What follows belongs to an exercise in optimizing a design on an open flow for small area, a short achievable clock period and few clock cycles per item; a production flow would make more cautious choices.
At most, simulation tests tie the RTL to the original design; equivalence was not proved.
Only the layout flow was run in runs 8 and 9; the RTL was not checked for function there.
Power figures rest on the tool's default switching activity, not on a simulated workload.

==> design/flow/design.v <==
module olidx_voice_codec (
    input  wire       clk,
    input  wire       rst,         
    input  wire       in_valid,
    output wire       in_ready,
    input  wire [7:0] in_data,
    input  wire       in_unpack,   
    output wire       out_valid,
    input  wire       out_ready,
    output wire [7:0] out_data,
    output wire       out_last,
    output wire [6:0] out_chk
);
    function automatic dec_cons(input m, input v, input [4:0] s);
        begin
            if (!v && !m)     dec_cons = (s <= 5'd20);
            else if (!v)      dec_cons = !(s == 5'd11 || s == 5'd14 || s == 5'd17 || s == 5'd20);
            else if (!m)      dec_cons = 1'b1;
            else              dec_cons = !(s == 5'd9 || s == 5'd15 || s == 5'd16);
        end
    endfunction
    function automatic dec_prod(input m, input v, input [4:0] s);
        begin
            if (!v && !m)     dec_prod = !(s == 5'd11 || (s >= 5'd13 && s <= 5'd19));
            else if (!v)      dec_prod = 1'b1;
            else if (!m)      dec_prod = !(s == 5'd9 || s == 5'd15 || s == 5'd16);
            else              dec_prod = 1'b1;
        end
    endfunction
    reg        mode;        
    reg  [2:0] sec;         
    reg  [4:0] k;           
    reg        r_cons, r_prod, r_need, r_send;
    reg  [2:0] hb;          
    reg  [4:0] hc;          
    reg  [7:0] hd;          
    reg  [5:0] he;          
    reg  [7:0] hf;          
    reg  [7:0] ir;
    reg        ir_u, ir_v;
    reg  [7:0] o_data;
    reg        o_v, o_last;
    reg        p_v, p_first, p_in_s;   
    reg  [6:0] ck;
    reg  [7:0] s_data;
    reg        s_v, s_last;
    reg        rdy;
    wire voice = (sec == 3'd6);
    wire first = (sec == 3'd0) && (k == 5'd0);
    wire lastb = voice && (k == 5'd28);
    wire cons  = r_cons;
    wire prod  = r_prod;
    wire need  = r_need;
    wire send  = r_send;
    wire go    = (!need || ir_v) && (!prod || !s_v);
    wire push  = go && prod;
    wire take  = go && cons;
    wire ld_o  = !o_v || out_ready;
    wire [2:0] sec_a  = send ? (voice ? 3'd0 : sec + 3'd1) : sec;
    wire [4:0] k_a    = send ? 5'd0 : k + 5'd1;
    wire [2:0] sec_n  = go ? sec_a : sec;
    wire [4:0] k_n    = go ? k_a : k;
    wire       v_a    = (sec_a == 3'd6);
    wire       cons_a = dec_cons(mode, v_a, k_a);
    wire       prod_a = dec_prod(mode, v_a, k_a);
    wire       need_a = cons_a || (mode && (v_a ? (k_a == 5'd9 || k_a == 5'd15 || k_a == 5'd16)
                                                : (k_a == 5'd11 || k_a == 5'd14 || k_a == 5'd17)));
    wire       send_a = v_a ? (k_a == 5'd28) : (mode ? (k_a == 5'd20) : (k_a == 5'd24));
    wire       cons_n = go ? cons_a : cons;
    wire       prod_n = go ? prod_a : prod;
    wire sv1  = !s_v && push && lastb;                        
    wire sv0  = s_v ? o_v : (push && (lastb || o_v));         
    wire irv1 = rdy || (ir_v && !take);                        
    wire irv0 = !rdy && ir_v && !take;                         
    wire ov1  = s_v || (push && !lastb);
    wire rd1  = cons_n && (!prod_n || !sv1);
    wire rd0  = cons_n && (!prod_n || !sv0);
    reg s_v_n, rdy_n, o_v_n, ir_v_n;
    always @* begin
        ir_v_n = in_valid ? irv1 : irv0;
        if (out_ready) begin
            s_v_n = sv1; o_v_n = ov1;
            rdy_n = !ir_v_n || rd1;
        end else begin
            s_v_n = sv0; o_v_n = o_v || ov1;
            rdy_n = !ir_v_n || rd0;
        end
    end
    wire       ck_en = p_v && !(o_v && o_last);
    wire [6:0] ck_n  = (p_first ? 7'd0 : ck) - (p_in_s ? s_data[6:0] : o_data[6:0]);
    wire       in_s1 = lastb;
    wire       in_s0 = lastb || o_v;
    reg [7:0] b;
    always @* begin
        b = ir;
        if (!mode && !voice) begin
            case (k)
                5'd12: b = {4'b0, ir[1:0], hb[1:0]};
                5'd20: b = {1'b0, ir[3:0], hb};
                5'd21: b = {3'b0, hc};
                5'd22: b = hd;
                5'd23: b = {2'b0, he};
                5'd24: b = hf;
                default: b = ir;
            endcase
        end else if (!mode) begin
            case (k)
                5'd8:  b = {3'b0, ir[4:0]};
                5'd10: b = {4'b0, ir[0], hb};
                5'd17: b = {1'b0, ir[2:0], hd[2:0], hc[2]};
                default: b = ir;
            endcase
        end else if (!voice) begin
            case (k)
                5'd11: b = {6'b0, ir[1:0]};
                5'd12: b = {6'b0, ir[3:2]};
                5'd13: b = {5'b0, ir[2:0]};
                5'd14: b = {6'b0, ir[1:0]};
                5'd15: b = {5'b0, ir[4:2]};
                5'd17: b = {7'b0, ir[0]};
                5'd18: b = {3'b0, ir[5:1]};
                5'd20: b = {4'b0, hd[6:3]};
                default: b = ir;
            endcase
        end else begin
            case (k)
                5'd8:  b = {3'b0, ir[4:0]};
                5'd9:  b = {5'b0, ir[2:0]};
                5'd10: b = {7'b0, ir[3]};
                5'd15: b = {7'b0, ir[0]};
                5'd16: b = {5'b0, ir[3:1]};
                5'd17: b = {5'b0, ir[6:4]};
                default: b = ir;
            endcase
        end
    end
    always @(posedge clk) begin
        if (!ir_v || take) begin
            ir   <= in_data;
            ir_u <= in_unpack;
        end
        if (go && first)
            mode <= ir_u;
        if (rst) begin
            sec   <= 3'd0;
            k     <= 5'd0;
            r_cons <= 1'b1;              
            r_prod <= 1'b1;
            r_need <= 1'b1;
            r_send <= 1'b0;
            rdy   <= 1'b1;
            ir_v  <= 1'b0;
            s_v   <= 1'b0;
            o_v   <= 1'b0;
            p_v   <= 1'b0;
            ck    <= 7'd0;
        end else begin
            sec   <= sec_n;
            k     <= k_n;
            if (go) begin
                r_cons <= cons_a;
                r_prod <= prod_a;
                r_need <= need_a;
                r_send <= send_a;
            end
            rdy   <= rdy_n;
            ir_v  <= ir_v_n;
            s_v   <= s_v_n;
            o_v   <= o_v_n;
            if (ck_en)
                ck <= ck_n;
            if (push) begin
                p_v     <= 1'b1;
                p_first <= first;
                p_in_s  <= out_ready ? in_s1 : in_s0;
            end else begin
                if (ck_en)
                    p_v <= 1'b0;
                if (ld_o)
                    p_in_s <= 1'b0;
            end
        end
    end
    always @(posedge clk) begin
        if (k == 5'd9 || k == 5'd11 || k == 5'd13) hb <= ir[2:0];
        if (k == 5'd14) hc[1:0] <= ir[1:0];
        if (k == 5'd15) hc[4:2] <= ir[2:0];
        if ((k == 5'd13 && mode) || (k == 5'd16 && !mode)) hd <= ir;
        if (k == 5'd17) he[0] <= ir[0];
        if (k == 5'd18) he[5:1] <= ir[4:0];
        if (k == 5'd19) hf <= ir;
    end
    always @(posedge clk) begin
        if (rst) begin
            o_data <= 8'd0;
            o_last <= 1'b0;
        end else if (ld_o) begin
            o_data <= s_v ? s_data : b;
            o_last <= s_v && s_last;
        end
        if (!s_v) begin
            s_data <= b;
            s_last <= lastb;
        end
    end
    assign in_ready  = rdy;
    assign out_valid = o_v;
    assign out_data  = o_data;
    assign out_last  = o_last;
    assign out_chk   = ck;
endmodule
==> design/flow/run.sh <==
#!/bin/bash
# synth_recipe.tcl (not shown) runs the flow's synth.tcl, then flattens the netlist and writes it again
# the make line also repeats each setting of config.mk as NAME=value (left out here)
make -C /OpenROAD-flow-scripts/flow DESIGN_CONFIG=/design/flow/config.mk WORK_HOME=/design/flow/orfs CLKGATE_MAP_FILE= SYNTH_SCRIPT=/design/flow/synth_recipe.tcl finish
==> design/flow/config.mk <==
export PLATFORM = sky130hd
export DESIGN_NAME = olidx_voice_codec
export DESIGN_NICKNAME = olidx_voice_codec
export VERILOG_FILES = /design/flow/design.v
export SDC_FILE = /design/flow/constraint.sdc
export NUM_CORES = 4
export LEC_CHECK = 0
export ABC_AREA = 1
export CAP_MARGIN = 20
export CORE_MARGIN = 2
export CORE_UTILIZATION = 45
export CTS_BUF_LIST = sky130_fd_sc_hd__clkbuf_8
export PLACE_DENSITY = 0.65
export SETUP_SLACK_MARGIN = 5
export SLEW_MARGIN = 20
==> design/flow/constraint.sdc <==
create_clock -name core_clock -period 9.0 [get_ports {clk}]
set_input_delay 1.8000 -clock core_clock [delete_from_list [all_inputs] [get_ports {clk}]]
set_output_delay 1.8000 -clock core_clock [all_outputs]
set_load 0.01 [all_outputs]
==> results.txt, run 1 <==
GPL Wtd Cong=slightly below 0.9; WL met1=between 5 and 6 mm; fillcell total=a little over 1000; GRT Util Overall=a little under a quarter; WS Path Type=primary input to flip-flop; Highest Clock Rate=between 300 and 400 MHz; #FFs+latches synth=84; Rows=37; max layer used=met4; Die X=about 110 microns; vias per cell=between 5 and 6; Inserted Diodes=0; DIE AREA=approximately 11000 sq um; Wirelength per Cell=15.0 microns; total power=between 1 and 1.5 mW; Synth area leaders=edfxtp_1, dfxtp_1, nand2_1; crit-path max cell delay=between 0.6 and 0.7 ns; router iterations before antenna repair=7; met2 wire length=between 5 and 6 mm; final hold vios=0; syn avg cell area=about 7.4 sq um; Nets=690; insertion delay to the later sink of the worst-skew pair=0.37 ns; relative slew slack=slightly below 40%; Post-route DRC=0; core area=10300 sq um; post-layout util=a little over half; Vias=4259; Post-Syn Area=between 4000 and 5000 sq um; Detail Placement HPWL=roughly 9 mm; maximum VDD drop=between 0.09 and 0.1 mV; Synthesized Nets=664; number of global-route vias before repair=about 4000; crit-path max FO=23; number of placed I/O pins=31; status=complete, no violations; initial core utilization=46.3%; Cells after Synth=approximately 640; critical path data required time=9.27 ns; Netlist cell types=between 40 and 50; leakage power=between 2 and 2.5 nW; FF+latch area=~2100 sq um; CP arrival=around 3.5 ns; largest net degree at the start of global routing=24; initial antenna violation count=0; Slew @ Worst Pin=about 0.91 ns; multi-input logic area=around 2200 sq um; met3 wire len=approximately 640 microns; Final Cell Area=between 5000 and 6000 sq um; Max Slew Vio Count=0; Top delay family on crit path=buffers and inverters; Synthesis Warnings=1; number of antenna-violating nets in the routed design=0; RSZ-0062 raised after global routing=false; # setup viols final=0; power density over the cells=around 220 nW/um^2; Critical Path Start Type=primary input; Initial DRC Count=about 230; Synth area leader=edfxtp_1; fin crit period=between 3 and 4 ns; area growth from synthesis to final layout=12.7%; H-Tree Level Count=3; # Max-Cap Violations=0; CTS tree=yes; cts repair resizes=0; Die H=around 110 microns; Reg clk slew, reported paths=0.09 ns; gr ovfl total=0; Max Clock Skew=0.00752 ns; CP bufs+invs=2; CTS Sinks=84; post-place instance area=slightly above 5000 sq um; Post-Route WL=12.1 mm; register area share after synthesis=between 40% and 50%; Num CTS Buffers=9; crit share post-route=36.2%; Port Buffers=30; Yosys top cell area share=roughly 27%; TNS Setup=0 ns; crit path cell chain=clkdlybuf4s50_1 > inv_1 > o21ai_0 > a21oi_1 > nand2_1; CTS root buffer=clkbuf_8; crit path max-delay cell type=clkdlybuf4s50_1; CP endpoint kind=flip-flop; postcts setup bufs=0; Max Buffers Root-to-Sink=2; final hold slack=roughly 0.45 ns; worst min path class=flip-flop to flip-flop; global-route wire length before repair=just over 20 mm; share of cells above drive strength 1=~6.3%; hold buffer count at CTS=0
[per-layer routing]
metal / GRT usage, % / vias up
li1: - / 2155
met1: 31.5 / 1966
met2: 36.0 / 118
met3: 4.86 / 20
met4: 7.05 / 0
met5: 0 / -
[worst reg2reg max path: stages (launching register included)]
cell and delay, ns:
edfxtp_1 0.60, mux2_2 0.40, ha_1 0.21, fa_1 0.42, o21ai_0 0.33, a21oi_1 0.12, nor2_1 0.11, nor2_1 0.06
xor2_1 0.14, o21ai_0 0.15, inv_1 0.06
[cells in the mapped netlist]
library cell,count
nand2_1,178
inv_1,81
o21ai_0,59
nor2_1,54
a21oi_1,47
edfxtp_1,43
dfxtp_1,41
nand3_1,37
ha_1,11
clkbuf_1,9
nand2_2,8
nand4_1,8
nor3_1,6
o22ai_1,6
xor2_1,5
inv_2,4
a31oi_1,3
buf_2,3
nand2_4,3
nor2_2,3
o211ai_1,3
a211oi_1,2
buf_6,2
nand3b_1,2
nor3_2,2
o21a_1,2
or2_2,2
a21oi_2,1
a22oi_1,1
buf_4,1
clkbuf_8,1
clkinv_1,1
fa_1,1
mux2_2,1
mux2i_1,1
nor2_4,1
nor2_8,1
nor4_1,1
o21ai_1,1
o221ai_1,1
o31ai_1,1
or2_1,1
[layout make-up]
cell class	instances	area share, %
multi-input cells	453	41.6
flip-flops and latches	84	39.4
inverters	86	6.02
repair buffers	31	5.74
well taps	136	3.18
clock buffers	9	2.31
clock inverters	7	1.73
[logic make-up after synthesis]
logic type | after synthesis | share of synthesized area, %
flip-flops | 84 | 44.4
AO/OA/AOI/OAI | 127 | 14.2
adder cells (fa/ha/maj) | 12 | 3.31
multiplexers | 2 | 0.447
AND/OR/NAND/NOR | 307 | 28.0
XOR/XNOR | 5 | 0.921
buffers and inverters | 102 | 8.73
[cells in the final DEF, fill, tap and decap left out, drive strengths merged, types with 5 or more instances in the layout]
cell type      instances
a21oi                 48
clkbuf                 9
clkdlybuf4s50         30
dfxtp                 41
edfxtp                43
ha                    11
inv                   86
nand2                189
nand3                 37
nand4                  8
nor2                  59
nor3                   8
o21ai                 60
o22ai                  6
xor2                   5
[per-stage QoR]
step	setup slack, ns	instances
finish	5.74	806
global route	5.62	806
CTS	5.76	806
detailed placement	5.36	790
global placement	5.47	790
floorplan	6.35	639
[report_power, final]
| group | internal, mW | switching (mW) | total [mW] |
|---|---|---|---|
| combinational | 0.141 | 0.250 | 0.390 |
| sequential | 0.461 | 0.0550 | 0.516 |
| clock | 0.155 | 0.138 | 0.293 |
[registers in the layout, indices dropped and copies added (netlist names), 3 cells and up]
signal / flops
hd: 8
ir: 8
hf: 8
hc: 5
ck: 7
k: 5
he: 6
hb: 3
sec: 3
o_data: 8
s_data: 8
[worst paths after layout]
| kind | startpoint | end | slack [ns] | cells past startpoint |
|---|---|---|---|---|
| worst max register to register | p_in_s | ck[6] | 6.31 | 10 |
| worst min-delay path | ir_u | mode | 0.45 | 0 |
| worst max-delay path | rst | rdy | 5.74 | 5 |
| worst min register to register | ir_u | mode | 0.45 | 0 |
Testbench counts, summed over its fixed seeds: cycles 32,440, records 192.
==> inputs of run 2 (changes only) <==
--- a/design/flow/design.v
+++ b/design/flow/design.v
@@ -42,3 +42,3 @@
     reg        o_v, o_last;
-    reg        p_v, p_first, p_in_s;   
+    reg        p_v, p_in_s;   
     reg  [6:0] ck;
@@ -89,3 +89,3 @@
     wire       ck_en = p_v && !(o_v && o_last);
-    wire [6:0] ck_n  = (p_first ? 7'd0 : ck) - (p_in_s ? s_data[6:0] : o_data[6:0]);
+    wire [6:0] ck_n  = ck - (p_in_s ? s_data[6:0] : o_data[6:0]);
     wire       in_s1 = lastb;
@@ -169,3 +169,5 @@
             o_v   <= o_v_n;
-            if (ck_en)
+            if (o_v && o_last && out_ready)
+                ck <= 7'd0;
+            else if (ck_en)
                 ck <= ck_n;
@@ -173,3 +175,2 @@
                 p_v     <= 1'b1;
-                p_first <= first;
                 p_in_s  <= out_ready ? in_s1 : in_s0;
--- a/design/flow/config.mk
+++ b/design/flow/config.mk
@@ -10,5 +10,5 @@
 export CORE_MARGIN = 2
-export CORE_UTILIZATION = 45
+export CORE_UTILIZATION = 50
 export CTS_BUF_LIST = sky130_fd_sc_hd__clkbuf_8
-export PLACE_DENSITY = 0.65
+export PLACE_DENSITY = 0.7
 export SETUP_SLACK_MARGIN = 5
==> results.txt, run 2 <==
Hold Path Depth=0; Post-Route WL=around 12 mm; Post-Syn Area=about 4600 sq um; Max Buffers Root-to-Sink=2; largest net degree at the start of global routing=22; CP startpoint=rst; share of cells above drive strength 1=between 5 and 6%; Highest Clock Rate=around 320 MHz; Reg2Reg Depth=15; Final Cell Area=between 5000 and 6000 sq um; CP bufs+invs=2; Slew @ Worst Pin=0.917 ns; TNS Setup=0 ns; critical path data required time=roughly 9.3 ns; Rows=34; power density over the cells=around 220 nW/um^2; NetSw=between 0.4 and 0.5 mW; CP arrival=3.43 ns; Post-synth EDFFs=42; final hold slack=0.466 ns; leakage power=between 2 and 2.5 nW; cts repair resizes=0; Inserted Diodes=0; CTS Sinks=83; Seq pwr share=44.7%; clock power share=a little over a fifth; number of cells on the critical path=4; crit-path max cell delay=~0.52 ns; Port Buffers=30; worst min path class=flip-flop to flip-flop; most common cell after layout, fill and taps aside=nand2_1; router iterations before antenna repair=5; post-place instance area=4980 sq um; ys async rst share=0%; worst hold start=ir_u; Synth area leaders=edfxtp_1, dfxtp_1, nand2_1; initial antenna violation count=0; #FFs+latches synth=83; vias per cell=between 5 and 6; insertion delay to the later sink of the worst-skew pair=0.36 ns; Synthesis Warnings=1; Synth Flop Type=edfxtp_1; status=complete, no violations; Critical Path Start Type=primary input; # setup viols final=0; Num CTS Buffers=9; hold buffer count at CTS=0; commonest cells after routing, fill and taps aside=nand2_1, inv_1, nor2_1, o21ai_0, edfxtp_1; number of antenna-violating nets in the routed design=0; CP endpoint kind=flip-flop; Detail Placement HPWL=8.80 mm; area growth from synthesis to final layout=12.4%; syn avg cell area=7.41 sq um; RSZ-0062 raised after global routing=false; global-route wire length before repair=between 15 and 20 mm; Synth area leader=edfxtp_1; r2r setup slk=6.47 ns; WS Path Type=primary input to flip-flop; Synthesized Nets=around 640; Vias=between 4000 and 5000; core area=~8800 sq um; crit path cell chain=clkdlybuf4s50_1 > inv_1 > o21ai_1 > a211oi_1; register area share after synthesis=45.4%; Die H=between 90 and 100 microns; crit share post-route=approximately a third; Yosys top cell area share=27.5%; gr ovfl total=0; Netlist cell types=37; Reg clk slew, reported paths=around 0.090 ns; initial core utilization=~52%; fin crit period=around 3.2 ns; CTS root buffer=clkbuf_8; Post-route DRC=0; switching part of the total=a little under two fifths; Top delay family on crit path=buffers and inverters; Max Slew Vio Count=0; RR Startpoint=k[0]; H-Tree Level Count=3; Initial DRC Count=~270; Max Clock Skew=approximately 0.012 ns; GRT Util Overall=~25%; combinational power share=33.5%; crit path max-delay cell type=clkdlybuf4s50_1; GPL Wtd Cong=just under 1; Wirelength per Cell=15.7 microns; CTS tree=yes; Die X=around 100 microns; Post-synth top cells=nand2_1, inv_1, nor2_1, o21ai_0, edfxtp_1; DIE AREA=9950 sq um; postcts setup bufs=0; Nets=675; maximum VDD drop=between 0.1 and 0.15 mV; # Max-Cap Violations=0; Internal Power=between 0.7 and 0.8 mW; final hold vios=0; number of global-route vias before repair=3941; number of placed I/O pins=31; relative slew slack=about two fifths; most common cell in the netlist=nand2_1; Cells after Synth=619; crit-path max FO=21
==> run 2: cells by family after synthesis <==
family,share of synthesized area [%]
compound gates,12.7
xor+xnor,1.15
fa+ha+maj,3.44
buf+inv,8.05
flops,45.4
mux,0.655
simple gates,28.6
==> run 2: stage by stage <==
stage / cells / worst slack (ns) / total power [mW] / utilization (%)
after floorplan: 619 / 6.33 / 0.774 / -
after global placement: 747 / 5.56 / 0.881 / 56.5
after detailed placement: 747 / 5.48 / 0.889 / 56.5
after CTS: 763 / 5.85 / 1.14 / 58.6
after global routing: 763 / 5.62 / 1.22 / 58.6
final: 763 / 5.84 / 1.13 / 58.6
==> run 2: final cells by class <==
| class | instances | area [sq um] |
|---|---|---|
| fill | 831 | 3650 |
| multi-input combinational | 441 | 2130 |
| sequential | 83 | 2080 |
| timing repair buffer | 32 | 315 |
| inverter | 83 | 312 |
| clock buffer | 10 | 138 |
| tap | 108 | 135 |
| clock inverter | 6 | 40.0 |
==> run 2: worst paths after layout <==
path,end
min,mode
max reg2reg,rdy
max,ck[0]
min reg2reg,mode
==> run 2: per-layer routing <==
metal  up-vias  share of wire (%)  track usage, %
li1       2097                  -               -
met2       145                 45            39.5
met3        20                6.4            4.64
met5         -                  0               0
met4         0                1.8            7.80
met1      1909                 47            36.3
==> run 2: power by group through the flow <==
stage,registers [mW],logic [mW],clock network [mW]
final,0.506,0.379,0.248
after floorplan,0.499,0.275,0
after detailed placement,0.514,0.376,0
after global placement,0.513,0.368,0
after global routing,0.516,0.433,0.267
after CTS,0.505,0.378,0.252
Testbench counts of run 2, summed over its fixed seeds: cycles 32,440, records 192.
==> inputs of run 3 (changes only) <==
==> design/flow/flow/run.sh (new file) <==
#!/bin/bash
# Standard ORFS layout (the standard.sh) with a tighter timing-repair
# target, no footprint restriction on resizing and plain buffers on the ports.
# The full make output goes to standard.log in this folder.
bash standard.sh SETUP_SLACK_MARGIN=6.4 MATCH_CELL_FOOTPRINT=0 'BUFFER_PORTS_ARGS=-buffer_cell sky130_fd_sc_hd__buf_2'  finish > standard.log 2>&1
==> design/flow/standard.sh (new file) <==
#!/bin/bash
# synth_recipe.tcl (not shown) runs the flow's synth.tcl, then flattens the netlist and writes it again
# the make line also repeats each setting of config.mk as NAME=value (left out here)
make -C /OpenROAD-flow-scripts/flow DESIGN_CONFIG=/design/flow/config.mk WORK_HOME=/design/flow/orfs CLKGATE_MAP_FILE= SYNTH_SCRIPT=/design/flow/synth_recipe.tcl "${@:-finish}"
removed: design/flow/run.sh
==> results.txt, run 3 <==
Slew @ Worst Pin=a little over 0.8 ns; CTS root buffer=clkbuf_8; power density over the cells=237 nW/um^2; Post-Syn Area=4590 sq um; relative slew slack=a little under half; post-layout util=61.2%; Synthesis Warnings=1; largest net degree at the start of global routing=22; #FFs+latches synth=slightly above 80; Num CTS Buffers=9; fillcell total=788; Synth Flop Type=edfxtp_1; number of placed I/O pins=31; Synthesized Nets=644; Post-Place Setup Slack=5.98 ns; CP endpoint kind=primary output; TNS Setup=0 ns; worst hold start=ir_u; CP bufs+invs=1; Max Buffers Root-to-Sink=2; crit path cell chain=buf_6; Post-Route WL=approximately 13 mm; CTS tree=yes; register area share after synthesis=between 40% and 50%; H-Tree Level Count=3; Post-route DRC=0; Seq pwr share=between 30% and 40%; leakage power=2.52 nW; Synth area leaders=edfxtp_1, dfxtp_1, nand2_1; Cells after DPL=roughly 750; combinational power share=32.3%; # setup viols final=0; initial antenna violation count=0; number of antenna-violating nets in the routed design=0; crit-path max cell delay=between 0.3 and 0.4 ns; router iterations before antenna repair=5; most common cell in the netlist=nand2_1; Internal Power=about 0.83 mW; Rows=34; Reg2Reg Depth=9; post-route insts no fill=780; PnR worst setup slack=roughly 6.4 ns; Worst Hold End=mode; Top delay family on crit path=flip-flops; Initial DRC Count=about 350; vias per cell=about 5.5; Critical Path Start Type=flip-flop; Worst R2R End=ck[6]; Die H=~100 microns; critical path data required time=7.20 ns; Netlist cell types=37; Die X=approximately 100 microns; most common cell after layout, fill and taps aside=nand2_1; Highest Clock Rate=around 380 MHz; switching part of the total=35.1%; commonest cells after routing, fill and taps aside=nand2_1, inv_1, nor2_1, o21ai_0, edfxtp_1; ys async rst share=0%; NetSw=around 0.45 mW; fin crit period=about 2.6 ns; Inserted Diodes=0; # Max-Cap Violations=0; core area=approximately 8800 sq um; final hold slack=0.472 ns; clock power share=approximately 28%; Hold Path Depth=0; Max Clock Skew=about 0.013 ns; Post-synth top cells=nand2_1, inv_1, nor2_1, o21ai_0, edfxtp_1; RR Startpoint=p_in_s; CP arrival=0.83 ns; Port Buffers=30; status=complete, no violations; insertion delay to the later sink of the worst-skew pair=approximately 0.36 ns; maximum VDD drop=0.106 mV; share of cells above drive strength 1=about 17%; RSZ-0062 raised after global routing=true; Nets=just under 700; gr ovfl total=0; CTS Sinks=83; Detail Placement HPWL=between 8 and 9 mm; area growth from synthesis to final layout=17.5%; Vias=between 4000 and 5000; number of global-route vias before repair=approximately 4100; Synth area leader=edfxtp_1; GRT Util Overall=26.1%; WS Path Type=flip-flop to primary output; global-route wire length before repair=between 20 and 25 mm; Wirelength per Cell=~16 microns; DIE AREA=9950 sq um; crit-path max FO=3; final hold vios=0; GPL Wtd Cong=0.995; crit path max-delay cell type=dfxtp_2; initial core utilization=a little over half; Cells after Synth=around 620; r2r setup slk=6.58 ns; syn avg cell area=7.41 sq um; Max Slew Vio Count=0; Yosys top cell area share=around 28%; worst min path class=flip-flop to flip-flop; Post-synth EDFFs=between 40 and 50; Reg clk slew, reported paths=around 0.08 ns; crit share post-route=a little under 30%
run 3: cell counts after synthesis:
Identical to the previous run, type by type.
run 3: routing by layer:
layer	global-route usage [%]	part of all wire, %
met5	0	0
met4	8.22	2.4
met3	5.06	6.6
met2	41.1	46
met1	36.6	45
run 3: worst register-to-register path: stages, from the launching register on:
cell and delay (ns):
edfxtp_1 0.57, o21ai_0 0.35, inv_1 0.11, fa_1 0.43
o21ai_0 0.34, a21o_1 0.16, a21oi_1 0.07, xor2_1 0.14
nand2_1 0.07, a21oi_1 0.12
run 3: cells by family (layout without fill, tap and decap cells):
logic type,count (synthesis),in the layout,synth area share (%)
simple gates,312,312,28.6
buf+inv,95,148,8.05
mux,3,3,0.655
compound gates,108,108,12.7
flops,83,83,45.4
xor+xnor,6,6,1.15
fa+ha+maj,12,12,3.44
run 3: final cells by class:
class	instances	area [sq um]	area share, %
Sequential cell	83	2110	39.1
Timing Repair Buffer	49	405	7.52
Tap cell	108	135	2.51
Timing Repair inverter	1	5.00	0.0929
Clock buffer	9	124	2.30
Inverter	83	315	5.85
Multi-Input combinational cell	441	2160	40.1
Clock inverter	6	138	2.55
run 3: what timing repair did:
| action | CTS | global route |
|---|---|---|
| gates resized for setup | 37 | 7 |
| setup buffers | 15 | 2 |
| gates cloned | 0 | 1 |
| endpoints found under the hold margin | 0 | 0 |
| endpoints found under the setup margin | 24 | 32 |
| pin swaps | 0 | 0 |
| hold buffers | 0 | 0 |
run 3: metrics by stage:
step | total power [mW] | cell area, sq um
after floorplan | 0.774 | 4590
after global placement | 0.864 | 4830
after detailed placement | 0.872 | 4830
after CTS | 1.26 | 5340
after global routing | 1.36 | 5390
final | 1.28 | 5390
run 3: how the worst max path moves through the flow:
stage	depth (start not counted)	startpoint	to
2_1_floorplan	9	out_ready	rdy
3_5_place_dp	6	rst	ck[5]
6_report	1	o_data[4]	out_data[4]
4_1_cts	1	o_data[4]	out_data[4]
3_3_place_gp	4	rst	ck[2]
5_1_grt	15	k[1]	rdy
run 3: power groups by stage:
stage               logic (mW)  registers (mW)  clock network (mW)
global placement         0.351           0.512                   0
floorplan                0.275           0.499                   0
finish                   0.413           0.510               0.355
global route             0.467           0.517               0.372
CTS                      0.401           0.508               0.356
detailed placement       0.358           0.513                   0
==> inputs of run 4 (changes only) <==
==> design/flow/flow/run.sh (replaced) <==
#!/bin/bash
# Standard ORFS layout (the standard.sh) with a tighter timing-repair
# target, no footprint restriction on resizing and plain buffers on the ports.
# The full make output goes to standard.log in this folder.
bash standard.sh SETUP_SLACK_MARGIN=6.3 MATCH_CELL_FOOTPRINT=0 'BUFFER_PORTS_ARGS=-buffer_cell sky130_fd_sc_hd__buf_2'  finish > standard.log 2>&1
==> results.txt, run 4 <==
Num CTS Buffers=9; Netlist cell types=37; crit path to=out_chk[1]; critical path data required time=slightly above 7 ns; initial antenna violation count=0; CTS root buffer=clkbuf_8; WS Path Type=flip-flop to primary output; crit-path max FO=4; register area share after synthesis=between 40% and 50%; relative slew slack=between 50 and 60%; crit-path max cell delay=around 0.36 ns; crit share post-route=29.5%; Critical Path Start Type=flip-flop; Wirelength per Cell=15.5 microns; Max Clock Skew=about 0.0085 ns; Post-Syn Area=4590 sq um; commonest cells after routing, fill and taps aside=nand2_1, inv_1, nor2_1, o21ai_0, edfxtp_1; worst min path class=flip-flop to flip-flop; Synthesis Warnings=1; share of cells above drive strength 1=between 10% and 20%; Synth area leaders=edfxtp_1, dfxtp_1, nand2_1; Max Slew Vio Count=0; number of placed I/O pins=31; multi-input logic area=~2100 sq um; CP arrival=0.86 ns; Synthesized Nets=roughly 640; Post-route DRC=0; fin crit period=2.66 ns; largest net degree at the start of global routing=22; Reg clk slew, reported paths=approximately 0.090 ns; number of cells on the critical path=1; core area=between 8000 and 9000 sq um; post-layout util=a little under three fifths; insertion delay to the later sink of the worst-skew pair=around 0.37 ns; Post-synth top cells=nand2_1, inv_1, nor2_1, o21ai_0, edfxtp_1; TNS Setup=0 ns; H-Tree Level Count=3; RSZ-0062 raised after global routing=true; final hold slack=about 0.47 ns; Port Buffers=30; Vias=4259; Highest Clock Rate=~380 MHz; PnR worst setup slack=6.34 ns; Nets=about 680; Rows=34; Cells after Synth=around 620; Inserted Diodes=0; post-place instance area=~4800 sq um; Synth Area in Adders=3.44%; FF+latch area=2110 sq um; Die X=roughly 100 microns; CP endpoint kind=primary output; Synth Flop Type=edfxtp_1; Detail Placement HPWL=8.61 mm; area growth from synthesis to final layout=10.1%; status=complete, no violations; r2r setup slk=approximately 6.5 ns; Compound-Gate Fraction of Synth Area=12.7%; main combinational cell family by area after synthesis=simple AND/OR/NAND/NOR gates; maximum VDD drop=around 0.13 mV; number of global-route vias before repair=3939; syn avg cell area=about 7.4 sq um; Max Buffers Root-to-Sink=2; fillcell total=between 800 and 900; global-route wire length before repair=19.2 mm; Final Cell Area=roughly 5000 sq um; DIE AREA=between 9000 and 10000 sq um; hold buffer count at CTS=0; Worst R2R End=rdy; RR Startpoint=k[2]; router iterations before antenna repair=5; simple-gate portion of the synthesized area=~29%; most common cell in the netlist=nand2_1; #FFs+latches synth=between 80 and 90; leakage power=2.37 nW; post-route insts no fill=764; crit path max-delay cell type=dfxtp_2; post-synthesis xor/xnor area fraction=under 10%; gr ovfl total=0; Top delay family on crit path=flip-flops; CTS tree=yes; Post-synth EDFFs=42; Post-Place Setup Slack=around 6 ns; CTS Sinks=between 80 and 90; ys async rst share=0%; # setup viols final=0; CP startpoint=ck[1]; GRT Util Overall=24.8%; number of antenna-violating nets in the routed design=0; Initial DRC Count=approximately 310; Cells after DPL=about 750; crit path cell chain=buf_2; Synth area leader=edfxtp_1; # Max-Cap Violations=0; final hold vios=0; Slew @ Worst Pin=approximately 0.70 ns; Die H=around 100 microns; multiplexer share of the synthesized area=0.655%; Reg2Reg Depth=14; total power=around 1.1 mW; GPL Wtd Cong=just over 1; most common cell after layout, fill and taps aside=nand2_1; Post-Route WL=between 10 and 15 mm; Yosys top cell area share=around 28%; CP bufs+invs=1; initial core utilization=between 50% and 60%; vias per cell=around 5.6; power density over the cells=roughly 220 nW/um^2
[run 4: cell counts after synthesis]
No cell type changed its count.
[run 4: metal layers]
| layer | track usage (%) | vias to the layer above | part of all wire [%] |
|---|---|---|---|
| met5 | 0 | - | 0 |
| met4 | 9.17 | 0 | 2.5 |
| met3 | 5.90 | 37 | 7.1 |
| met2 | 39.4 | 160 | 46 |
| met1 | 33.2 | 1965 | 44 |
| li1 | - | 2097 | - |
[run 4: cell type report]
type                            instances  area share (%)
Inverter                               83            6.24
Timing Repair Buffer                   33            3.42
Tap cell                              108            2.68
Clock inverter                          7            1.02
Sequential cell                        83            41.7
Clock buffer                            9            2.45
Multi-Input combinational cell        441            42.5
[run 4: what timing repair did]
item | 4_1_cts | 5_1_grt
resized for setup | 6 | 16
buffers inserted | 0 | 1
setup endpoints to repair | 8 | 17
[run 4: cell families (layout without fill, tap and decap cells)]
| family | count (synthesis) | in the layout |
|---|---|---|
| xor+xnor | 6 | 6 |
| buf+inv | 95 | 132 |
| fa+ha+maj | 12 | 12 |
| simple gates | 312 | 312 |
| compound gates | 108 | 108 |
| flops | 83 | 83 |
| mux | 3 | 3 |
[run 4: worst min-delay path by stage]
stage	slack, ns	startpoint	cells after the start	to
3_3_place_gp	0.44	ir_u	0	mode
2_1_floorplan	0.40	ir_u	0	mode
3_5_place_dp	0.46	ir_u	0	mode
4_1_cts	0.47	s_data[2]	2	s_data[2]
6_report	0.47	s_data[2]	2	s_data[2]
5_1_grt	0.51	p_v	2	p_v
[run 4: where the power goes]
part	leakage [nW]	switching, mW	total [mW]	internal [mW]
Clock	0.0822	0.147	0.248	0.101
Combinational	1.55	0.238	0.364	0.127
Sequential	0.742	0.0517	0.509	0.457
Total	2.37	0.436	1.12	0.685
[run 4: worst reg2reg max path, cell delays in order (launching register included)]
cell	delay, ns
dfxtp_1	0.59
nand2_1	0.19
nor2_1	0.13
ha_1	0.28
nor2_1	0.19
inv_1	0.11
nor2_1	0.24
nand3_1	0.11
nand2_1	0.06
nand3b_1	0.14
nand3_1	0.08
nand2_1	0.11
nand2_1	0.07
nand2_1	0.06
nand2_1	0.04
==> inputs of run 5 (changes only) <==
--- a/design/flow/config.mk
+++ b/design/flow/config.mk
@@ -10,5 +10,5 @@
 export CORE_MARGIN = 2
-export CORE_UTILIZATION = 50
+export CORE_UTILIZATION = 45
 export CTS_BUF_LIST = sky130_fd_sc_hd__clkbuf_8
-export PLACE_DENSITY = 0.7
+export PLACE_DENSITY = 0.65
 export SETUP_SLACK_MARGIN = 5
==> results.txt, run 5 <==
Synth area leader=edfxtp_1; Reg2Reg Depth=14; Cells after Synth=~620; combinational power share=32.0%; number of global-route vias before repair=approximately 4000; Synth area leaders=edfxtp_1, dfxtp_1, nand2_1; Compound-Gate Fraction of Synth Area=12.7%; Worst R2R End=rdy; switching part of the total=approximately 37%; Wirelength per Cell=14.9 microns; power density over the cells=approximately 220 nW/um^2; #FFs+latches synth=slightly above 80; commonest cells after routing, fill and taps aside=nand2_1, inv_1, nor2_1, o21ai_0, edfxtp_1; fin crit period=2.68 ns; Synthesis Warnings=1; crit share post-route=a little under 30%; DIE AREA=about 11000 sq um; hold buffer count at CTS=0; gr ovfl total=0; crit-path max FO=4; Post-synth EDFFs=between 40 and 50; WS Path Type=flip-flop to primary output; CTS tree=yes; GPL Wtd Cong=between 0.9 and 1; Yosys top cell area share=27.5%; TNS Setup=0 ns; most common cell in the netlist=nand2_1; Initial DRC Count=around 290; ys async rst share=0%; CP endpoint kind=primary output; Rows=36; relative slew slack=~51%; status=complete, no violations; initial antenna violation count=0; area growth from synthesis to final layout=11.5%; leakage power=2.40 nW; Reg clk slew, reported paths=approximately 0.090 ns; Critical Path Start Type=flip-flop; Die H=between 100 and 150 microns; Port Buffers=30; number of placed I/O pins=31; syn avg cell area=approximately 7.4 sq um; crit-path max cell delay=0.36 ns; Die X=105 microns; router iterations before antenna repair=5; Highest Clock Rate=around 370 MHz; insertion delay to the later sink of the worst-skew pair=0.38 ns; Detail Placement HPWL=roughly 8.7 mm; vias per cell=~5.3; Max Clock Skew=approximately 0.015 ns; Netlist cell types=37; CP startpoint=o_v; CP arrival=slightly below 0.9 ns; GRT Util Overall=22.7%; most common cell after layout, fill and taps aside=nand2_1; PnR worst setup slack=6.32 ns; Max Slew Vio Count=0; Post-synth top cells=nand2_1, inv_1, nor2_1, o21ai_0, edfxtp_1; Synthesized Nets=~640; Slew @ Worst Pin=approximately 0.74 ns; CP bufs+invs=1; register area share after synthesis=between 40% and 50%; H-Tree Level Count=3; # Max-Cap Violations=0; CTS Sinks=83; RSZ-0062 raised after global routing=true; Seq pwr share=between 40% and 50%; share of cells above drive strength 1=roughly 14%; simple-gate portion of the synthesized area=between 20% and 30%; Internal Power=around 0.72 mW; Post-Place Setup Slack=slightly below 6 ns; CTS root buffer=clkbuf_8; crit path max-delay cell type=dfxtp_2; final hold vios=0; core area=9820 sq um; Post-Route WL=11.8 mm; Nets=a little under 700; Synth Area in Adders=~3.4%; Post-Syn Area=approximately 4600 sq um; Top delay family on crit path=flip-flops; Max Buffers Root-to-Sink=2; initial core utilization=between 40% and 50%; r2r setup slk=6.56 ns; Num CTS Buffers=9; clock power share=a little under a quarter; Synth Flop Type=edfxtp_1; Inserted Diodes=0; multiplexer share of the synthesized area=0.655%; number of antenna-violating nets in the routed design=0; critical path data required time=about 7.2 ns; maximum VDD drop=0.0858 mV; number of cells on the critical path=1; largest net degree at the start of global routing=22; post-synthesis xor/xnor area fraction=between 1 and 1.5%; Post-route DRC=0; crit path to=out_valid; Vias=4169; # setup viols final=0; NetSw=around 0.43 mW; main combinational cell family by area after synthesis=simple AND/OR/NAND/NOR gates; global-route wire length before repair=slightly below 20 mm; crit path cell chain=buf_2; RR Startpoint=k[2]; worst min path class=flip-flop to flip-flop
## run 5: stage by stage
step	area, sq um	utilization, %	hold slack (ns)	total power, mW	cells
global route	5110	52.1	0.459	1.23	791
finish	5110	52.1	0.444	1.15	791
detailed placement	4860	49.5	0.425	0.871	772
global placement	4860	49.5	0.439	0.864	772
floorplan	4590	-	0.400	0.774	619
CTS	5070	51.7	0.447	1.15	788
## run 5: kinds of logic after synthesis
| family | Yosys count |
|---|---|
| compound gates | 108 |
| xor+xnor | 6 |
| fa+ha+maj | 12 |
| buf+inv | 95 |
| flops | 83 |
| mux | 3 |
| simple gates | 312 |
## run 5: what timing repair did
action / 4_1_cts / 5_1_grt
endpoints found under the setup margin: 13 / 20
resized for setup: 12 / 9
cloned: 0 / 0
buffers inserted: 0 / 3
## run 5: how the worst min path moves through the flow
stage	start	slack [ns]	cells past startpoint	to
after global routing	ir_u	0.46	0	mode
after detailed placement	ir_u	0.43	0	mode
after global placement	ir_u	0.44	0	mode
after floorplan	ir_u	0.40	0	mode
final	ir_u	0.44	0	mode
after CTS	ir_u	0.45	0	mode
## run 5: per-layer routing
layer / wire, microns / GRT usage [%]
met4: 191 / 8.38
met5: 0 / 0
met2: 5460 / 36.4
met3: 723 / 4.43
met1: 5440 / 30.5
## run 5: area by class of cell
class	instances	area (sq um)
clock inverters	6	57.6
inverters	83	315
repair buffers	35	188
multi-input cells	441	2140
clock buffers	10	138
fillers	1012	4710
well taps	133	166
flip-flops and latches	83	2100
## run 5: power groups by stage
stage | Combinational (mW) | Clock (mW) | Sequential [mW]
2_1_floorplan | 0.275 | 0 | 0.499
3_5_place_dp | 0.359 | 0 | 0.512
5_1_grt | 0.422 | 0.291 | 0.515
6_report | 0.367 | 0.273 | 0.507
4_1_cts | 0.361 | 0.278 | 0.506
3_3_place_gp | 0.352 | 0 | 0.512
==> inputs of run 6 (changes only) <==
--- a/design/flow/config.mk
+++ b/design/flow/config.mk
@@ -10,5 +10,5 @@
 export CORE_MARGIN = 2
-export CORE_UTILIZATION = 45
+export CORE_UTILIZATION = 55
 export CTS_BUF_LIST = sky130_fd_sc_hd__clkbuf_8
-export PLACE_DENSITY = 0.65
+export PLACE_DENSITY = 0.75
 export SETUP_SLACK_MARGIN = 5
==> results.txt, run 6 <==
status=complete, no violations; Worst R2R End=o_data[2]; total power=approximately 1.2 mW; commonest cells after routing, fill and taps aside=nand2_1, inv_1, nor2_1, o21ai_0, edfxtp_1; most common cell in the netlist=nand2_1; critical path data required time=roughly 7.2 ns; Max Slew Vio Count=0; Cells after Synth=roughly 620; crit share post-route=roughly 30%; Rows=33; Synth area leaders=edfxtp_1, dfxtp_1, nand2_1; Post-route DRC=0; post-layout util=between 60% and 70%; Top delay family on crit path=flip-flops; r2r setup slk=about 6.5 ns; Reg2Reg Depth=17; global-route wire length before repair=18.9 mm; crit path to=out_chk[4]; Highest Clock Rate=~370 MHz; # Max-Cap Violations=0; number of cells on the critical path=1; initial antenna violation count=0; Initial DRC Count=between 300 and 400; number of antenna-violating nets in the routed design=0; Post-Place Setup Slack=roughly 5.9 ns; Num CTS Buffers=9; CP startpoint=ck[4]; Reg clk slew, reported paths=roughly 0.09 ns; area growth from synthesis to final layout=10.1%; crit-path max FO=3; number of global-route vias before repair=about 3800; gr ovfl total=0; crit-path max cell delay=approximately 0.37 ns; GPL Wtd Cong=0.968; Detail Placement HPWL=approximately 8.6 mm; CP bufs+invs=1; share of cells above drive strength 1=12.6%; Synth area leader=edfxtp_1; Synth Flop Type=edfxtp_1; RR Startpoint=k[0]; PnR worst setup slack=around 6.3 ns; power density over the cells=230 nW/um^2; Slew @ Worst Pin=roughly 0.98 ns; crit path max-delay cell type=dfxtp_1; hold buffer count at CTS=0; Netlist cell types=37; largest net degree at the start of global routing=22; Die X=between 90 and 100 microns; Max Clock Skew=0.0142 ns; CTS tree=yes; Yosys top cell area share=around 28%; syn avg cell area=between 7 and 8 sq um; final hold vios=0; Post-synth top cells=nand2_1, inv_1, nor2_1, o21ai_0, edfxtp_1; DIE AREA=9080 sq um; relative slew slack=34.3%; CTS Sinks=slightly above 80; Synthesized Nets=around 640; Post-Syn Area=~4600 sq um; Vias=around 4200; maximum VDD drop=between 0.1 and 0.15 mV; vias per cell=5.58; crit path cell chain=buf_2; Die H=between 90 and 100 microns; ys async rst share=0%; CP endpoint kind=primary output; WS Path Type=flip-flop to primary output; Nets=between 600 and 700; number of placed I/O pins=31; #FFs+latches synth=83; Port Buffers=30; leakage power=2.38 nW; Post-Route WL=approximately 12 mm; initial core utilization=56.4%; Post-synth EDFFs=42; CP arrival=just under 0.9 ns; GRT Util Overall=approximately 28%; post-route insts no fill=around 760; fin crit period=about 2.7 ns; router iterations before antenna repair=7; worst min path class=flip-flop to flip-flop; CTS root buffer=clkbuf_8; H-Tree Level Count=3; fillcell total=742; postcts setup bufs=0; Wirelength per Cell=approximately 16 microns; insertion delay to the later sink of the worst-skew pair=0.36 ns; # setup viols final=0; RSZ-0062 raised after global routing=true; core area=slightly above 8000 sq um; most common cell after layout, fill and taps aside=nand2_1; register area share after synthesis=approximately 45%; Max Buffers Root-to-Sink=2; Critical Path Start Type=flip-flop; Inserted Diodes=0; Synthesis Warnings=1; Cells after DPL=743; TNS Setup=0 ns
run 6: power by group:
part	total (mW)	internal, mW	leakage [nW]	switching [mW]
Combinational	0.364	0.125	1.53	0.239
Sequential	0.508	0.456	0.741	0.0517
Clock	0.291	0.154	0.112	0.137
run 6: final cells by class:
| class | count | area (sq um) | area share (%) |
|---|---|---|---|
| clock buffers | 9 | 124 | 2.45 |
| clock inverters | 6 | 82.6 | 1.63 |
| inverters | 83 | 315 | 6.24 |
| multi-input cells | 441 | 2140 | 42.4 |
| flip-flops and latches | 83 | 2100 | 41.5 |
| well taps | 105 | 131 | 2.60 |
| repair buffers | 31 | 158 | 3.12 |
run 6: per-stage QoR:
stage | hold WS [ns] | area [sq um]
2_1_floorplan | 0.400 | 4590
3_5_place_dp | 0.437 | 4820
6_report | 0.471 | 5050
3_3_place_gp | 0.438 | 4820
5_1_grt | 0.469 | 5050
4_1_cts | 0.453 | 5040
run 6: how the worst min path moves through the flow:
stage               startpoint  slack, ns   end  depth (start not counted)
floorplan                 ir_u       0.40  mode                          0
global placement          ir_u       0.44  mode                          0
detailed placement        ir_u       0.44  mode                          0
CTS                       ir_u       0.45  mode                          0
global route              ir_u       0.47  mode                          0
finish                    ir_u       0.47  mode                          0
run 6: what timing repair did:
item                       in CTS  in global routing
gates resized for setup         3                 12
setup endpoints to repair       3                 17
cloned                          0                  0
run 6: cell families (layout without fill, tap and decap cells):
kind of cell | Yosys count | count (layout) | synth area share (%)
multiplexers | 3 | 3 | 0.655
buffers and inverters | 95 | 129 | 8.05
AND/OR/NAND/NOR | 312 | 312 | 28.6
adder cells (fa/ha/maj) | 12 | 12 | 3.44
flip-flops | 83 | 83 | 45.4
AO/OA/AOI/OAI | 108 | 108 | 12.7
XOR/XNOR | 6 | 6 | 1.15
run 6: layer usage:
metal	vias up	GRT usage (%)	share of wire [%]	routed length, microns
li1	2092	-	-	-
met1	1977	38.7	45	5360
met2	144	43.7	47	5510
met3	18	5.85	6.6	775
met4	0	6.16	1.5	180
met5	-	0	0	0
==> inputs of run 7 (changes only) <==
==> design/flow/flow/run.sh (replaced) <==
#!/bin/bash
# Standard ORFS layout (the standard.sh) with a tighter timing-repair
# target, no footprint restriction on resizing and plain buffers on the ports.
# The full make output goes to standard.log in this folder.
bash standard.sh SETUP_SLACK_MARGIN=6.2 MATCH_CELL_FOOTPRINT=0 'BUFFER_PORTS_ARGS=-buffer_cell sky130_fd_sc_hd__buf_2'  finish > standard.log 2>&1
--- a/design/flow/config.mk
+++ b/design/flow/config.mk
@@ -10,5 +10,5 @@
 export CORE_MARGIN = 2
-export CORE_UTILIZATION = 55
+export CORE_UTILIZATION = 45
 export CTS_BUF_LIST = sky130_fd_sc_hd__clkbuf_8
-export PLACE_DENSITY = 0.75
+export PLACE_DENSITY = 0.65
 export SETUP_SLACK_MARGIN = 5
==> results.txt, run 7 <==
crit share post-route=a little under a third; Final Cell Area=5060 sq um; CTS tree=yes; fin crit period=between 2 and 3 ns; Die X=between 100 and 150 microns; number of global-route vias before repair=between 3000 and 4000; Max Slew Vio Count=0; GPL Wtd Cong=between 0.9 and 1; Rows=36; #FFs+latches synth=83; Nets=between 600 and 700; CP bufs+invs=1; switching part of the total=approximately 37%; maximum VDD drop=between 0.08 and 0.09 mV; largest net degree at the start of global routing=22; TNS Setup=0 ns; Critical Path Start Type=flip-flop; Post-Place Setup Slack=5.85 ns; CTS root buffer=clkbuf_8; share of cells above drive strength 1=about 11%; crit path cell chain=buf_2; Num CTS Buffers=9; H-Tree Level Count=3; Post-Route WL=about 12 mm; initial antenna violation count=0; most common cell in the netlist=nand2_1; Synth Flop Type=edfxtp_1; Synthesized Nets=about 640; syn avg cell area=~7.4 sq um; clock power share=a little under a quarter; core area=between 9000 and 10000 sq um; Post-route DRC=0; critical path data required time=7.20 ns; Max Clock Skew=0.0145 ns; RSZ-0062 raised after global routing=true; Synth area leaders=edfxtp_1, dfxtp_1, nand2_1; leakage power=2.38 nW; Reg clk slew, reported paths=around 0.090 ns; Cells after Synth=between 600 and 700; fillcell total=between 1000 and 1500; CP endpoint kind=primary output; Synthesis Warnings=1; commonest cells after routing, fill and taps aside=nand2_1, inv_1, nor2_1, o21ai_0, edfxtp_1; status=complete, no violations; Netlist cell types=37; number of placed I/O pins=31; Inserted Diodes=0; initial core utilization=46.7%; post-place instance area=roughly 5000 sq um; relative slew slack=between 40% and 50%; Port Buffers=30; gr ovfl total=0; NetSw=0.424 mW; CTS Sinks=83; WS Path Type=flip-flop to primary output; Wirelength per Cell=about 15 microns; crit-path max FO=4; most common cell after layout, fill and taps aside=nand2_1; vias per cell=approximately 5.3; Internal Power=between 0.7 and 0.8 mW; GRT Util Overall=between 20% and 30%; Seq pwr share=roughly 44%; final hold vios=0; Detail Placement HPWL=between 8 and 9 mm; worst min path class=flip-flop to flip-flop; Initial DRC Count=around 340; ys async rst share=0%; Highest Clock Rate=~370 MHz; Post-synth EDFFs=42; register area share after synthesis=45.4%; Die H=105 microns; # Max-Cap Violations=0; global-route wire length before repair=between 15 and 20 mm; Vias=just over 4000; # setup viols final=0; Top delay family on crit path=flip-flops; crit path max-delay cell type=dfxtp_1; Post-Syn Area=~4600 sq um; DIE AREA=11000 sq um; area growth from synthesis to final layout=10.5%; CP arrival=just over 0.9 ns; Max Buffers Root-to-Sink=2; Yosys top cell area share=27.5%; crit-path max cell delay=about 0.4 ns; combinational power share=between 30% and 40%; number of antenna-violating nets in the routed design=0; Slew @ Worst Pin=roughly 0.77 ns; insertion delay to the later sink of the worst-skew pair=about 0.38 ns; router iterations before antenna repair=5; PnR worst setup slack=6.28 ns; Synth area leader=edfxtp_1; power density over the cells=225 nW/um^2; Post-synth top cells=nand2_1, inv_1, nor2_1, o21ai_0, edfxtp_1
==> run 7: cell count changes in the layout (fill, tap and decap cells not counted), sizes merged <==
cell	previous run	this run
buf	31	32
bufinv	2	1
clkbuf	9	10
clkinv	4	5
==> run 7: power by group through the flow <==
stage	Combinational (mW)	Clock, mW	Sequential, mW
floorplan	0.275	0	0.499
global placement	0.352	0	0.512
detailed placement	0.359	0	0.512
CTS	0.360	0.278	0.504
global route	0.417	0.291	0.512
finish	0.362	0.271	0.504
==> run 7: worst paths after layout <==
check | startpoint | endpoint | slack (ns) | depth (start not counted)
max | o_v | out_valid | 6.28 | 1
min | ir_u | mode | 0.44 | 0
max reg2reg | k[0] | rdy | 6.52 | 15
min reg2reg | ir_u | mode | 0.44 | 0
==> run 7: timing repair <==
action,CTS,global route
gates resized for setup,0,3
setup endpoints to repair,0,8
hold buffers,0,0
setup buffers,0,0
==> run 7: cell type report <==
cell class | instances | area, sq um | area share [%]
Tap cell | 133 | 166 | 3.29
Inverter | 83 | 315 | 6.23
Timing Repair Buffer | 32 | 165 | 3.26
Clock inverter | 6 | 57.6 | 1.14
Sequential cell | 83 | 2080 | 41.1
Clock buffer | 10 | 138 | 2.72
Multi-Input combinational cell | 441 | 2140 | 42.3
==> run 7: per-stage QoR <==
stage               total power, mW  utilization [%]  cells  hold WS [ns]
floorplan                     0.774                -    619         0.400
global placement              0.864             49.5    772         0.439
detailed placement            0.871             49.5    772         0.425
CTS                            1.14             51.5    788         0.447
global route                   1.22             51.6    788         0.459
finish                         1.14             51.6    788         0.442
==> run 7: logic make-up after synthesis <==
kind of cell             synth area share, %
AO/OA/AOI/OAI                           12.7
XOR/XNOR                                1.15
adder cells (fa/ha/maj)                 3.44
buffers and inverters                   8.05
flip-flops                              45.4
multiplexers                           0.655
AND/OR/NAND/NOR                         28.6
==> run 7: metal layers <==
metal / GRT usage (%) / vias up / part of all wire [%]
li1: - / 2100 / -
met1: 30.4 / 1937 / 47
met2: 36.4 / 103 / 47
met3: 4.43 / 14 / 5.1
met4: 8.38 / 0 / 1.4
met5: 0 / - / 0
==> inputs of run 8 (changes only) <==
--- a/design/flow/design.v
+++ b/design/flow/design.v
@@ -42,3 +42,3 @@
     reg        o_v, o_last;
-    reg        p_v, p_in_s;   
+    reg        p_v;         
     reg  [6:0] ck;
@@ -89,5 +89,3 @@
     wire       ck_en = p_v && !(o_v && o_last);
-    wire [6:0] ck_n  = ck - (p_in_s ? s_data[6:0] : o_data[6:0]);
-    wire       in_s1 = lastb;
-    wire       in_s0 = lastb || o_v;
+    wire [6:0] ck_n  = ck - (s_v ? s_data[6:0] : o_data[6:0]);
     reg [7:0] b;
@@ -173,11 +171,6 @@
                 ck <= ck_n;
-            if (push) begin
-                p_v     <= 1'b1;
-                p_in_s  <= out_ready ? in_s1 : in_s0;
-            end else begin
-                if (ck_en)
-                    p_v <= 1'b0;
-                if (ld_o)
-                    p_in_s <= 1'b0;
-            end
+            if (push)
+                p_v <= 1'b1;
+            else if (ck_en)
+                p_v <= 1'b0;
         end
==> design/flow/flow/run.sh (replaced) <==
#!/bin/bash
# Standard ORFS layout (the standard.sh) with a tighter timing-repair
# target, no footprint restriction on resizing and plain buffers on the ports.
# The full make output goes to standard.log in this folder.
bash standard.sh SETUP_SLACK_MARGIN=6.3 MATCH_CELL_FOOTPRINT=0 'BUFFER_PORTS_ARGS=-buffer_cell sky130_fd_sc_hd__buf_2'  finish > standard.log 2>&1
--- a/design/flow/config.mk
+++ b/design/flow/config.mk
@@ -10,5 +10,5 @@
 export CORE_MARGIN = 2
-export CORE_UTILIZATION = 45
+export CORE_UTILIZATION = 50
 export CTS_BUF_LIST = sky130_fd_sc_hd__clkbuf_8
-export PLACE_DENSITY = 0.65
+export PLACE_DENSITY = 0.7
 export SETUP_SLACK_MARGIN = 5
==> results.txt, run 8 <==
Nets=679; core area=8810 sq um; hold buffer count at CTS=0; Critical Path Start Type=flip-flop; worst min path class=flip-flop to flip-flop; Max Buffers Root-to-Sink=2; router iterations before antenna repair=6; Post-Route WL=about 12 mm; Post-synth EDFFs=around 40; FF+latch area=around 2100 sq um; final hold slack=roughly 0.46 ns; final hold vios=0; Detail Placement HPWL=roughly 8.5 mm; Max Clock Skew=between 0.009 and 0.01 ns; crit-path max cell delay=~0.36 ns; Die H=99.6 microns; relative slew slack=roughly 57%; initial antenna violation count=0; Synth area leader=edfxtp_1; Yosys top cell area share=27.0%; Post-synth top cells=nand2_1, inv_1, nand3_1, o21ai_0, nor2_1; Post-route DRC=0; crit path cell chain=buf_2; critical path data required time=7.20 ns; CTS Sinks=between 80 and 90; number of global-route vias before repair=4165; Vias=about 4300; CP endpoint kind=primary output; Synth area leaders=edfxtp_1, dfxtp_1, nand2_1; Inserted Diodes=0; insertion delay to the later sink of the worst-skew pair=0.36 ns; Slew @ Worst Pin=~0.63 ns; GPL Wtd Cong=just over 1; Port Buffers=30; Cells after Synth=620; DIE AREA=slightly below 10000 sq um; Top delay family on crit path=flip-flops; RSZ-0062 raised after global routing=true; multi-input logic area=roughly 2100 sq um; vias per cell=roughly 5.6; Synthesized Nets=~650; Max Slew Vio Count=0; crit path max-delay cell type=dfxtp_1; CP bufs+invs=1; initial core utilization=between 50% and 60%; H-Tree Level Count=3; maximum VDD drop=between 0.1 and 0.15 mV; TNS Setup=0 ns; status=complete, no violations; power density over the cells=about 220 nW/um^2; Initial DRC Count=~350; Reg clk slew, reported paths=roughly 0.090 ns; Post-Syn Area=4570 sq um; Netlist cell types=32; crit-path max FO=3; Synthesis Warnings=1; Rows=34; largest net degree at the start of global routing=20; # setup viols final=0; share of cells above drive strength 1=13.7%; Synth Flop Type=edfxtp_1; CTS root buffer=clkbuf_8; global-route wire length before repair=19.6 mm; number of antenna-violating nets in the routed design=0; Wirelength per Cell=about 15 microns; CP arrival=0.86 ns; Num CTS Buffers=9; WS Path Type=flip-flop to primary output; area growth from synthesis to final layout=11.4%; GRT Util Overall=roughly a quarter; commonest cells after routing, fill and taps aside=nand2_1, inv_1, nand3_1, o21ai_0, nor2_1; most common cell in the netlist=nand2_1; register area share after synthesis=around 45%; crit share post-route=between 20 and 30%; most common cell after layout, fill and taps aside=nand2_1; Die X=99.6 microns; syn avg cell area=roughly 7.4 sq um; fillcell total=~820; gr ovfl total=0; ys async rst share=0%; fin crit period=around 2.7 ns; leakage power=around 2.5 nW; # Max-Cap Violations=0; Highest Clock Rate=375 MHz; number of placed I/O pins=31; #FFs+latches synth=slightly above 80; CTS tree=yes
run 8: repair_timing:
item                                    in CTS  in global routing
gates cloned                                 1                  0
resized for setup                            6                 15
endpoints found under the setup margin      10                 24
setup buffers                                0                  5
hold endpoints to repair                     0                  0
run 8: cell type report:
cell class	count	share of cell area, %
Multi-Input combinational cell	432	41.7
Sequential cell	82	40.7
Inverter	92	6.94
Timing Repair Buffer	36	3.84
Tap cell	108	2.66
Clock buffer	9	2.43
Clock inverter	7	1.62
Timing Repair inverter	1	0.0984
run 8: worst paths after layout:
| path | slack, ns | cells past startpoint | startpoint | end |
|---|---|---|---|---|
| worst min-delay path | 0.46 | 0 | ir_u | mode |
| worst max-delay path | 6.34 | 1 | o_v | out_valid |
| worst min register to register | 0.46 | 0 | ir_u | mode |
| worst max register to register | 6.48 | 16 | k[0] | rdy |
run 8: worst register-to-register path, cell delays in order, from the launching register on:
cell and delay [ns]:
dfxtp_2 0.43, ha_1 0.25, inv_1 0.07, nor2_1 0.10, ha_1 0.27, nor2_2 0.17
inv_1 0.11, nor2_2 0.21, inv_1 0.07, nor3_2 0.20, inv_1 0.09, nand2_1 0.07
nand3_1 0.06, nand2_1 0.13, nand2_1 0.07, nand2_1 0.07, nand2_1 0.04
run 8: stage by stage:
step           setup slack [ns]  std cells  power, mW  instance area (sq um)  util [%]
4_1_cts                    6.31        762       1.13                   5020      57.0
2_1_floorplan              6.40        620      0.756                   4570         -
6_report                   6.34        767       1.14                   5090      57.8
3_5_place_dp               5.77        745      0.848                   4790      54.4
5_1_grt                    6.28        767       1.22                   5090      57.8
3_3_place_gp               5.88        745      0.840                   4790      54.4
run 8: logic make-up (layout without fill, tap and decap cells):
group	Yosys count	after routing	share of synthesized area [%]
and+or+nand+nor	304	304	28.5
AOI/OAI and AO/OA	112	112	13.4
buffers and inverters	106	145	8.99
DFF	82	82	44.9
adders and majority gates	12	12	3.45
xor gates and xnor gates	4	4	0.767
run 8: layer usage:
layer / vias up / wire length (microns) / GRT usage, %
li1: 2119 / - / -
met1: 1987 / 5140 / 32.9
met2: 154 / 5380 / 40.5
met3: 24 / 833 / 5.41
met4: 0 / 238 / 7.59
met5: - / 0 / 0
run 8: report_power, final:
group / total [mW] / internal [mW] / switching, mW / leakage [nW]
logic: 0.358 / 0.120 / 0.238 / 1.62
clock network: 0.284 / 0.133 / 0.151 / 0.105
registers: 0.496 / 0.448 / 0.0477 / 0.731
total: 1.14 / 0.702 / 0.437 / 2.46
==> inputs of run 9 (changes only) <==
--- a/design/flow/design.v
+++ b/design/flow/design.v
@@ -42,3 +42,2 @@
     reg        o_v, o_last;
-    reg        p_v;         
     reg  [6:0] ck;
@@ -54,3 +53,4 @@
     wire send  = r_send;
-    wire go    = (!need || ir_v) && (!prod || !s_v);
+    wire blk   = first && o_v && o_last;
+    wire go    = (!need || ir_v) && (!prod || !s_v) && !blk;
     wire push  = go && prod;
@@ -70,9 +70,13 @@
     wire       prod_n = go ? prod_a : prod;
-    wire sv1  = !s_v && push && lastb;                        
-    wire sv0  = s_v ? o_v : (push && (lastb || o_v));         
+    wire       f_a    = (sec_a == 3'd0) && (k_a == 5'd0);
+    wire       first_n = go ? f_a : first;
+    wire sv1  = 1'b0;                                          
+    wire sv0  = s_v || (push && o_v);                          
     wire irv1 = rdy || (ir_v && !take);                        
     wire irv0 = !rdy && ir_v && !take;                         
-    wire ov1  = s_v || (push && !lastb);
-    wire rd1  = cons_n && (!prod_n || !sv1);
-    wire rd0  = cons_n && (!prod_n || !sv0);
+    wire ov1  = s_v || push;
+    wire ol1  = s_v ? s_last : (push && lastb);
+    wire ol0  = o_v ? o_last : (push && lastb);
+    wire rd1  = cons_n && (!prod_n || !sv1) && !(first_n && ol1);
+    wire rd0  = cons_n && (!prod_n || !sv0) && !(first_n && ol0);
     reg s_v_n, rdy_n, o_v_n, ir_v_n;
@@ -88,4 +92,3 @@
     end
-    wire       ck_en = p_v && !(o_v && o_last);
-    wire [6:0] ck_n  = ck - (s_v ? s_data[6:0] : o_data[6:0]);
+    wire [6:0] ck_n  = (first ? 7'd0 : ck) - b[6:0];
     reg [7:0] b;
@@ -152,3 +155,2 @@
             o_v   <= 1'b0;
-            p_v   <= 1'b0;
             ck    <= 7'd0;
@@ -167,10 +169,4 @@
             o_v   <= o_v_n;
-            if (o_v && o_last && out_ready)
-                ck <= 7'd0;
-            else if (ck_en)
+            if (push)
                 ck <= ck_n;
-            if (push)
-                p_v <= 1'b1;
-            else if (ck_en)
-                p_v <= 1'b0;
         end
@@ -192,3 +188,3 @@
             o_data <= s_v ? s_data : b;
-            o_last <= s_v && s_last;
+            o_last <= s_v ? s_last : lastb;
         end
--- a/design/flow/config.mk
+++ b/design/flow/config.mk
@@ -10,5 +10,5 @@
 export CORE_MARGIN = 2
-export CORE_UTILIZATION = 50
+export CORE_UTILIZATION = 45
 export CTS_BUF_LIST = sky130_fd_sc_hd__clkbuf_8
-export PLACE_DENSITY = 0.7
+export PLACE_DENSITY = 0.65
 export SETUP_SLACK_MARGIN = 5
==> results.txt, run 9 <==
Synth area leaders=edfxtp_1, dfxtp_1, nand2_1; #FFs+latches synth=between 80 and 90; number of global-route vias before repair=around 4100; Synth area leader=edfxtp_1; Port Buffers=30; area growth from synthesis to final layout=24.1%; share of cells above drive strength 1=28.7%; Hold Path Depth=0; Worst R2R End=ck[2]; worst min path class=flip-flop to flip-flop; Post-Place Setup Slack=5.70 ns; Reg clk slew, reported paths=about 0.08 ns; most common cell in the netlist=nand2_1; Highest Clock Rate=between 300 and 400 MHz; Post-Route WL=~13 mm; Cells after DPL=around 730; TNS Setup=0 ns; Detail Placement HPWL=roughly 9 mm; RSZ-0062 raised after global routing=true; Synthesis Warnings=1; Die X=about 100 microns; total power=1.22 mW; Nets=664; critical path data required time=about 9.3 ns; Cells after Synth=579; global-route wire length before repair=about 21 mm; most common cell after layout, fill and taps aside=nand2_1; GPL Wtd Cong=between 0.9 and 1; Post-synth EDFFs=40; WS Path Type=flip-flop to flip-flop; gr busiest metal=met2; ys async rst share=0%; Worst Hold End=mode; met1 usage=between 30 and 40%; Critical Path Start Type=flip-flop; Wirelength per Cell=about 17 microns; GR Layer Usage met3=around 6.7%; CP endpoint kind=flip-flop; register area share after synthesis=between 40% and 50%; Max Slew Vio Count=0; Final Cell Area=5670 sq um; hold buffer count at CTS=0; Yosys top cell area share=a little over a quarter; initial core utilization=between 40% and 50%; Synthesized Nets=603; # setup viols final=0; DIE AREA=between 10000 and 15000 sq um; final hold vios=0; Reg2Reg Depth=19; number of antenna-violating nets in the routed design=0; Max Clock Skew=0.00909 ns; Die H=between 100 and 150 microns; Slew @ Worst Pin=~0.98 ns; Inserted Diodes=0; initial antenna violation count=0; Synth Flop Type=dfxtp_1; # Max-Cap Violations=0; Rows=36; met2 Use GR=37.6%; insertion delay to the later sink of the worst-skew pair=between 0.3 and 0.4 ns; CTS tree=yes; leakage power=~2.5 nW; H-Tree Level Count=3; fillcell total=891; post-route insts no fill=approximately 780; largest net degree at the start of global routing=26; core area=~10000 sq um; status=complete, no violations; CTS root buffer=clkbuf_8; Max Buffers Root-to-Sink=2; Num CTS Buffers=9
run 9: critical path, stage by stage, from the launching register on:
cell and delay [ns]:
dfxtp_4 0.42, ha_4 0.18, nand2_4 0.06, nor2_4 0.10, ha_4 0.18, inv_6 0.05
a21oi_1 0.16, nor3_1 0.09, o211ai_1 0.12, nand2_1 0.09, o2111ai_2 0.10, nand2_1 0.08
inv_1 0.06, ha_2 0.16, inv_2 0.04, fa_2 0.35, buf_4 0.14, or2_2 0.30
a21oi_2 0.12, a211oi_1 0.05
run 9: cell type report:
| class | count | area [sq um] | share of cell area (%) |
|---|---|---|---|
| multi-input cells | 390 | 2480 | 43.7 |
| flip-flops and latches | 81 | 2040 | 36.0 |
| repair buffers | 61 | 403 | 7.11 |
| inverters | 97 | 390 | 6.89 |
| well taps | 133 | 166 | 2.94 |
| clock buffers | 9 | 124 | 2.19 |
| clock inverters | 7 | 63.8 | 1.13 |
run 9: how the worst max path moves through the flow:
stage                     endpoint  depth (start not counted)  start  slack [ns]
after detailed placement     ck[5]                         27   k[2]        5.70
after global placement       ck[5]                         27   k[2]        5.75
after global routing         ck[6]                         21  ir[1]        5.84
after floorplan              ck[5]                         28   k[0]        6.24
after CTS                    ck[6]                         26   k[0]        6.04
final                        ck[2]                         19   k[0]        6.02
run 9: through the flow:
| stage | hold WS [ns] | util, % |
|---|---|---|
| CTS | 0.438 | 54.8 |
| floorplan | 0.400 | - |
| detailed placement | 0.420 | 49.9 |
| finish | 0.436 | 57.7 |
| global route | 0.452 | 57.7 |
| global placement | 0.418 | 49.9 |
run 9: cell families (layout without fill, tap and decap cells):
| kind of cell | after synthesis | after routing | share of synthesized area [%] |
|---|---|---|---|
| adder cells (fa/ha/maj) | 11 | 11 | 3.18 |
| flip-flops | 81 | 81 | 44.3 |
| buffers and inverters | 108 | 174 | 9.35 |
| AND/OR/NAND/NOR | 251 | 251 | 26.4 |
| XOR/XNOR | 2 | 2 | 0.384 |
| AO/OA/AOI/OAI | 126 | 126 | 16.4 |
run 9: report_power, final:
| group | switching, mW | total (mW) | leakage (nW) | internal [mW] |
|---|---|---|---|---|
| combinational | 0.282 | 0.463 | 1.67 | 0.181 |
| clock | 0.134 | 0.260 | 0.102 | 0.126 |
| sequential | 0.0508 | 0.492 | 0.717 | 0.442 |
run 9: per-layer routing:
| metal | share of wire, % | up-vias |
|---|---|---|
| met5 | 0 | - |
| met4 | 2.7 | 0 |
| met3 | 7.1 | 26 |
| met2 | 47 | 175 |
| met1 | 44 | 2005 |
| li1 | - | 2072 |
run 9: what timing repair did:
item / in CTS / in global routing
pin swaps: 18 / 30
buffers inserted: 19 / 11
gates resized for setup: 42 / 51
setup endpoints to repair: 21 / 33

Check on run 9: ideal ports give 6.024 ns setup slack; a clkbuf_16 on the clock port and buf_2 on the inputs give 6.024 ns; moving port delays by the midpoint clock arrival (0.404 ns) as well gives 6.019 ns.
